What follows belongs to an exercise in optimizing a design on an open flow for small area, a short achievable clock period and few clock cycles; a production flow would make more cautious choices. In this exercise RTL edits were held to simulation tests only and were not proved equivalent to the original.

Design iir_line, start of the top module:
module iir_line #(
    parameter WORK_WORDS = 64,
    parameter MAX_CHANNELS = 4
) (
    input  wire        clk,
    input  wire        rst,
    input  wire        start,
    input  wire [6:0]  len,         
    input  wire [2:0]  chans,       
    input  wire [31:0] a0a1,
    input  wire [31:0] a2a3,
    input  wire [31:0] b1b2,
    input  wire [31:0] cprev,
    input  wire [31:0] cnext,
    output wire        idle,
    input  wire        in_valid,
    output wire        in_ready,
    input  wire [31:0] in_data,
    output wire        out_valid,
    input  wire        out_ready,
    output wire [31:0] out_data
);
export LEC_CHECK = 0
export ABC_AREA = 1
export CAP_MARGIN = 20
export CORE_MARGIN = 2
export CORE_UTILIZATION = 55
export CTS_CLUSTER_DIAMETER = 55
export CTS_CLUSTER_SIZE = 22
export PLACE_DENSITY = 0.75
export SLEW_MARGIN = 20
create_clock -name core_clock -period 72.0 [get_ports {clk}]
standard.sh (not shown) runs the stock make flow with config.mk's settings and CLKGATE_MAP_FILE= SYNTH_SCRIPT=/design/flow/synth_recipe.tcl, a recipe that flattens the netlist after the stock synthesis.
==> flow/flow/run.sh <==
#!/bin/bash
set -o pipefail
bash standard.sh SETUP_SLACK_MARGIN=56 "BUFFER_PORTS_ARGS=-buffer_cell sky130_fd_sc_hd__buf_2" finish 2>&1 | tee make_finish.log
Testbench counts at the start, summed over its fixed seeds: cycles 16,008.
Next try:
==> flow/run.sh (new file) <==
#!/bin/bash
# synth_recipe.tcl (not shown) runs the flow's synth.tcl, then flattens the netlist and writes it again
# the make line also repeats each setting of config.mk as NAME=value (left out here)
make -C /OpenROAD-flow-scripts/flow DESIGN_CONFIG=/design/flow/config.mk WORK_HOME=/design/flow/orfs CLKGATE_MAP_FILE= SYNTH_SCRIPT=/design/flow/synth_recipe.tcl finish
CTS_CLUSTER_DIAMETER = default   (was 55)
CTS_CLUSTER_SIZE = default   (was 22)
removed: flow/flow/run.sh
removed: flow/standard.sh
Effect: Hold slack is worse by 13 ps; wire length is lower slightly; setup slack gets worse by 2100 ps; register-to-register slack loses 2500 ps; final area grows slightly; count of clock-buffer cells in the layout rose by 106; non-clock buffer count went down by 78; via count came out lower slightly; maximum frequency decreases by roughly a tenth.
Next try:
==> flow/flow/run.sh (new file) <==
#!/bin/bash
set -o pipefail
bash standard.sh SETUP_SLACK_MARGIN=56 "BUFFER_PORTS_ARGS=-buffer_cell sky130_fd_sc_hd__buf_2" finish 2>&1 | tee make_finish.log
==> flow/standard.sh (new file) <==
#!/bin/bash
# synth_recipe.tcl (not shown) runs the flow's synth.tcl, then flattens the netlist and writes it again
# the make line also repeats each setting of config.mk as NAME=value (left out here)
make -C /OpenROAD-flow-scripts/flow DESIGN_CONFIG=/design/flow/config.mk WORK_HOME=/design/flow/orfs CLKGATE_MAP_FILE= SYNTH_SCRIPT=/design/flow/synth_recipe.tcl "${@:-finish}"
CTS_CLUSTER_DIAMETER = 60   (was default)
CTS_CLUSTER_SIZE = 25   (was default)
removed: flow/run.sh
- clock skew fell by 49 ps
- area after synthesis does not change
- critical path depth fell by 82
- via count rose slightly
- cell area fell slightly
- first-iteration DRC count rose slightly
- worst setup slack improved by 2100 ps
- non-clock buffer count rose by 79
- routed wire length rose slightly
Next try:
CTS_CLUSTER_DIAMETER = default   (was 60)
CTS_CLUSTER_SIZE = default   (was 25)
=>
- The new run completed with no timing, DRC or antenna violations
- synthesized cell count does not change
- first-iteration DRC count rose slightly
Next try:
CAP_MARGIN = 10   (was 20)
CTS_CLUSTER_DIAMETER = 60   (was default)
CTS_CLUSTER_SIZE = 25   (was default)
SLEW_MARGIN = 10   (was 20)
What happened:
- non-clock buffer count came out higher by 8
- final area came out lower slightly
- final cell count came out lower slightly
- die area does not change
- worst setup slack gets better by 71 ps
- clock-buffer cell count came out lower by 134
- routed wire length came out lower slightly

---

Another version of the RTL of iir_line (not shown whole).
For scale: ~18,000 cells after synthesis, roughly 2,500 flip-flops, roughly 240 I/O pins.
clock: 72.0 ns
lec_check: 0
cap_margin: 20
core_margin: 2
core_utilization: 30
place_density: 0.5
slew_margin: 20
==> flow/flow/run.sh <==
#!/bin/bash
set -o pipefail
bash standard.sh SETUP_SLACK_MARGIN=52 finish 2>&1 | tee make_finish.log
The baseline passed the timing, design-rule and antenna checks.
Testbench counts at the start, summed over its fixed seeds: cycles 16,008.
Next try:
==> flow/run.sh (new file) <==
#!/bin/bash
# synth_recipe.tcl (not shown) runs the flow's synth.tcl, then flattens the netlist and writes it again
# the make line also repeats each setting of config.mk as NAME=value (left out here)
make -C /OpenROAD-flow-scripts/flow DESIGN_CONFIG=/design/flow/config.mk WORK_HOME=/design/flow/orfs CLKGATE_MAP_FILE= SYNTH_SCRIPT=/design/flow/synth_recipe.tcl finish
removed: flow/flow/run.sh
removed: flow/standard.sh
The new run completed without violations.
Setup slack loses 4400 ps.
Maximum frequency went down by about a fifth.
Hold slack gets worse by 42 ps.

---

## the baseline
iir_line, a different RTL version from the one above (not shown whole).
Size: roughly 20,000 cells after synthesis, ~240 I/O pins, roughly 170,000 µm² of cells after synthesis.
export LEC_CHECK = 0
export ABC_AREA = 1
export CAP_MARGIN = 20
export CORE_MARGIN = 2
export CORE_UTILIZATION = 55
export PLACE_DENSITY = 0.75
export SLEW_MARGIN = 20
create_clock -name core_clock -period 72.0 [get_ports {clk}]
==> flow/flow/run.sh <==
#!/bin/bash
set -o pipefail
bash standard.sh SETUP_SLACK_MARGIN=56 finish 2>&1 | tee make_finish.log
The baseline went all the way through synthesis, placement and routing and the layout is clean on timing, DRC and antenna.
Testbench counts of the baseline, summed over its fixed seeds: cycles 16,008.
The following lists how the candidate was set up differently from the baseline:
- a deleted ABC_AREA that had been 1
Results
- Every run (the baseline and the candidate) finished clean.
- Antenna diode instance count: lower on the candidate
- The baseline → the candidate: post-synthesis cell count fell by 2,624, minimum setup slack among reg-to-reg paths has decreased, weighted congestion reported at the end of routability-driven placement fell by 0.43%, share of the clock period used by the worst path has increased.
- Taking the baseline as the reference, in the candidate routing usage on met2 fell by 1.1 points; post-cts repair resize count went up; die span in x picked up an extra about 1%.
- Relative to the baseline, the candidate degrades cell area.

## separate check: timing with driven ports
The results above use ideal ports. As a check the final layouts listed here were re-extracted and re-timed, cells and wires unchanged.
Step 1 sets driving cells, clkbuf_16 on the clock port and buf_2 on the other inputs (assumed; they add their load-dependent delay and slew).
Step 2 also shifts input and output timing later by t, the mid clock arrival at the registers, as if the neighbouring blocks saw the same clock.
a / b / c = no drivers / after step 1 / after step 2; a / b = the first two.
run | t (ns) | slack for setup (ns) | clock arrival spread, ns | worst slew at a driven data input, ns | cell pins on the clock port's net
the first run of note 1 | 0.988 | 56.110 / 55.998 / 55.587 | 0.145 / 0.145 | 0.23 | 1
the second run of note 1 | 1.010 | 53.960 / 53.960 / 53.960 | 0.170 / 0.169 | 0.27 | 1
the third run of note 1 | 0.991 | 56.102 / 55.983 / 55.601 | 0.123 / 0.124 | 0.25 | 1
the fourth run of note 1 | 1.030 | 56.074 / 55.950 / 55.526 | 0.194 / 0.194 | 0.24 | 1
the fifth run of note 1 | 0.969 | 56.145 / 56.033 / 55.512 | 0.116 / 0.116 | 0.22 | 1
the first run of note 2 | 1.008 | 52.068 / 52.068 / 52.068 | 0.110 / 0.110 | 0.34 | 1
the second run of note 2 | 1.021 | 47.700 / 47.700 / 47.700 | 0.112 / 0.112 | 0.14 | 1
the baseline | 1.095 | 55.898 / 55.775 / 55.124 | 0.226 / 0.225 | 0.15 | 1
the candidate | 1.050 | 55.753 / 55.639 / 55.090 | 0.144 / 0.145 | 0.17 | 1
After both steps setup and hold are still met in every run listed. For the baseline, which loses most, drivers alone change the setup slack by -0.123 ns; drivers and shift together by -0.774 ns.
